Context: an optimization exercise on an open-source flow, tuned for small area. The choices shown serve that exercise and are no tape-out recipe. Function was checked by simulation only, so behaviour that the tests miss may differ from the original. Power and IR drop assume default switching activity.

## pm_irblock
module pm_irblock (
    input  wire        clk,
    input  wire        rst,           
    input  wire        op_valid,
    input  wire [63:0] op_word,
    output reg         ev_frame,
    output wire [7:0]  frame_addr,
    output wire [7:0]  frame_cmd,
    output wire [7:0]  frame_flags,
    output reg         ev_adc_soc,
    output reg         ev_read,
    output reg  [31:0] read_data,
    output wire        sensor_pwr,
    output wire        cha_active,
    output wire        chb_active,
    output wire        adc_enable,
    output wire        rx_ready,
    output wire        twk_ready
);
export LEC_CHECK = 0
export CAP_MARGIN = 20
export CORE_MARGIN = 2
export CORE_UTILIZATION = 40
export SLEW_MARGIN = 20
create_clock -name core_clock -period 10.0 [get_ports {clk}]
standard.sh (not shown) runs the stock make flow with config.mk's settings and CLKGATE_MAP_FILE= SYNTH_SCRIPT=/design/flow/synth_recipe.tcl, a recipe that flattens the netlist after the stock synthesis.
==> flow/flow/run.sh <==
#!/bin/bash
# Own layout flow: the standard synthesis, then an area re-mapping of
# the logic between the (unchanged) registers, then the standard
# layout with small port buffers and a clock tree of small buffers.
set -euo pipefail
W=$(pwd)
R=$W/orfs/results/$FLOW_PLATFORM/pm_irblock/base
LIB=$FLOW_HOME/platforms/$FLOW_PLATFORM/lib/sky130_fd_sc_hd__tt_025C_1v80.lib

bash standard.sh synth > $W/synth.log 2>&1

cp $R/1_2_yosys.v $W/standard_synth.v
LIB=$LIB IN=$W/standard_synth.v OUT=$W/remapped.v SCRIPT=$W/flow/remap.abc TOP=$FLOW_TOP \
  ${YOSYS_EXE:-yosys} -c $W/flow/remap.tcl > $W/remap.log 2>&1
cp $W/remapped.v $R/1_2_yosys.v
rm -f $R/1_synth.odb $R/1_synth.sdc

export BUFFER_PORTS_ARGS="-buffer_cell sky130_fd_sc_hd__buf_1"
export CTS_ARGS="-sink_clustering_enable -repair_clock_nets -dont_use_dummy_load -buf_list sky130_fd_sc_hd__clkbuf_4"
bash standard.sh > $W/layout.log 2>&1
==> flow/flow/remap.tcl <==
# Re-map the combinational logic of the standard synthesis netlist for
# area. The flip-flop instances (and the nets they drive) are kept as they
# are; only the logic between them is re-optimised with ABC.
# env: LIB (liberty), IN (netlist), OUT (netlist), SCRIPT (ABC script)
yosys -import
set lib $::env(LIB)
read_liberty -overwrite -ignore_miss_func -setattr liberty_cell $lib
foreach m {sky130_fd_sc_hd__dfxtp_1 sky130_fd_sc_hd__dfxtp_2 sky130_fd_sc_hd__dfxtp_4} {
  catch {setattr -mod -set keep_hierarchy 1 $m}
}
read_verilog -overwrite $::env(IN)
hierarchy -top $::env(TOP)
flatten
yosys rename -hide w:*.*
opt_clean -purge
opt -purge
abc -liberty $lib -script $::env(SCRIPT) -dont_use *probe* -dont_use *lpflow* -dont_use *clkbuf* -dont_use *clkdly* -dont_use *clkinv*
opt_clean -purge
hilomap -singleton -hicell sky130_fd_sc_hd__conb_1 HI -locell sky130_fd_sc_hd__conb_1 LO
splitnets
opt_clean -purge
insbuf -buf sky130_fd_sc_hd__buf_1 A X
select -module $::env(TOP)
tee -o $::env(OUT).stat stat -liberty $lib
select -clear
write_verilog -noattr -nohex -nodec -selected $::env(OUT)
Other scripts of this flow, unchanged in this note and not shown: flow/flow/remap.abc
The first run never finished: it broke off in 1_synth with STA-0171.
Next try:
--- a/flow/flow/remap.tcl
+++ b/flow/flow/remap.tcl
@@ -22,5 +22,4 @@
 insbuf -buf sky130_fd_sc_hd__buf_1 A X
-select -module $::env(TOP)
-tee -o $::env(OUT).stat stat -liberty $lib
-select -clear
+tee -o $::env(OUT).stat stat -liberty $lib $::env(TOP)
+select $::env(TOP)
 write_verilog -noattr -nohex -nodec -selected $::env(OUT)
This time the run finished clean.


pm_irblock, a different RTL version from the one above (not shown whole).
Size in the first run: about 1200 cells after synthesis, roughly 130 I/O pins, about 10000 um2 of cells after synthesis.
==> flow/config.mk <==
export PLATFORM = sky130hd
export DESIGN_NAME = pm_irblock
export DESIGN_NICKNAME = pm_irblock
export VERILOG_FILES = /design/flow/design.v
export SDC_FILE = /design/flow/constraint.sdc
export NUM_CORES = 4
export LEC_CHECK = 0
export CAP_MARGIN = 5
export CORE_MARGIN = 2
export CORE_UTILIZATION = 60
export SLEW_MARGIN = 5
==> flow/constraint.sdc <==
create_clock -name core_clock -period 10.0 [get_ports {clk}]
set_input_delay 2.0000 -clock core_clock [delete_from_list [all_inputs] [get_ports {clk}]]
set_output_delay 2.0000 -clock core_clock [all_outputs]
set_load 0.01 [all_outputs]
==> flow/flow/run.sh <==
#!/bin/bash
# Own layout flow: the standard synthesis, then an area re-mapping of
# the logic between the (unchanged) registers, then the standard
# layout with small port buffers and a clock tree of small buffers.
set -euo pipefail
W=$(pwd)
R=$W/orfs/results/$FLOW_PLATFORM/pm_irblock/base
LIB=$FLOW_HOME/platforms/$FLOW_PLATFORM/lib/sky130_fd_sc_hd__tt_025C_1v80.lib
YOSYS=${YOSYS_EXE:-yosys}

bash standard.sh synth > $W/synth.log 2>&1
cp $R/1_2_yosys.v $W/standard_synth.v

# Re-map with eight ABC scripts (four at a time); keep the smallest netlist.
for batch in "0 1 2 3" "4 5 6 7"; do
  for i in $batch; do
    ( LIB=$LIB IN=$W/standard_synth.v OUT=$W/remap$i.v SCRIPT=$W/flow/remap$i.abc TOP=$FLOW_TOP \
        timeout 900 $YOSYS -c $W/flow/remap.tcl > $W/remap$i.log 2>&1 || true ) &
  done
  wait
done
best=""; best_area=""
for i in 0 1 2 3 4 5 6 7; do
  if [[ -s $W/remap$i.v && -s $W/remap$i.v.stat ]]; then
    a=$(awk '/Chip area/ {print $NF}' $W/remap$i.v.stat)
    echo "remap$i area $a" >> $W/remap_choice.log
    if [[ -z "$best" ]] || awk -v a="$a" -v b="$best_area" 'BEGIN{exit !(a<b)}'; then
      best=$i; best_area=$a
    fi
  fi
done
if [[ -n "$best" ]]; then
  echo "chosen remap$best ($best_area)" >> $W/remap_choice.log
  cp $W/remap$best.v $R/1_2_yosys.v
  rm -f $R/1_synth.odb $R/1_synth.sdc
else
  echo "no remap; standard netlist kept" >> $W/remap_choice.log
fi

export BUFFER_PORTS_ARGS="-buffer_cell sky130_fd_sc_hd__buf_1"
export CTS_ARGS="-sink_clustering_enable -repair_clock_nets -dont_use_dummy_load -buf_list sky130_fd_sc_hd__clkbuf_4 -sink_clustering_size 8 -sink_clustering_max_diameter 60"
bash standard.sh > $W/layout.log 2>&1
Other scripts of this flow, unchanged in this note and not shown: flow/flow/remap.tcl, flow/flow/remap0.abc, flow/flow/remap1.abc, flow/flow/remap2.abc, flow/flow/remap3.abc, flow/flow/remap4.abc, flow/flow/remap5.abc, flow/flow/remap6.abc, flow/flow/remap7.abc
Change:
- CORE_UTILIZATION: 60 -> 80
=> The new run finished with timing, DRC and antenna clean. Synthesized area does not change. Core utilization grows by 21 points. Global-route usage grows by 14 points. Power shrinks by 0.48%. Wire length grows by 2.1%. Cell count shrinks by 3.2%. Count of clock-buffer cells in the layout shrinks by 1. Via count grows by 8.2%. Non-clock buffer count shrinks by 2. First-iteration DRC count grows by 77%. Sequential share of layout area grows by 0.32 points.

[static timing again, ports no longer ideal]
The flow's constraints put no driver on any port. The routed layouts listed below were extracted and timed again, unchanged, in two steps.
Step 1 (the two cells are an assumption about what drives the block):
set clk [get_ports {clk}]
set_driving_cell -lib_cell sky130_fd_sc_hd__clkbuf_16 $clk
set_driving_cell -lib_cell sky130_fd_sc_hd__buf_2 [delete_from_list [all_inputs] $clk]
Step 2 also shifts input and output timing later by t, the mid clock arrival at the registers, as if the neighbouring blocks saw the same clock.
a / b / c = no drivers / after step 1 / after step 2; a / b = the first two.
run | t, ns | setup slack, ns | worst setup path at the end | pins driven straight from the clock port
the second run of note 1 | 0.752 | 2.320 / 2.343 / 1.590 | input to register | 1
the first run of note 2 | 0.738 | 1.866 / 1.882 / 1.143 | input to register | 1
the second run of note 2 | 0.738 | 1.865 / 1.886 / 1.148 | input to register | 1
After both steps every run listed still meets setup and hold. The setup slack of the second run of note 1, which loses most, moves by +0.023 ns with the drivers and by -0.730 ns with both steps.
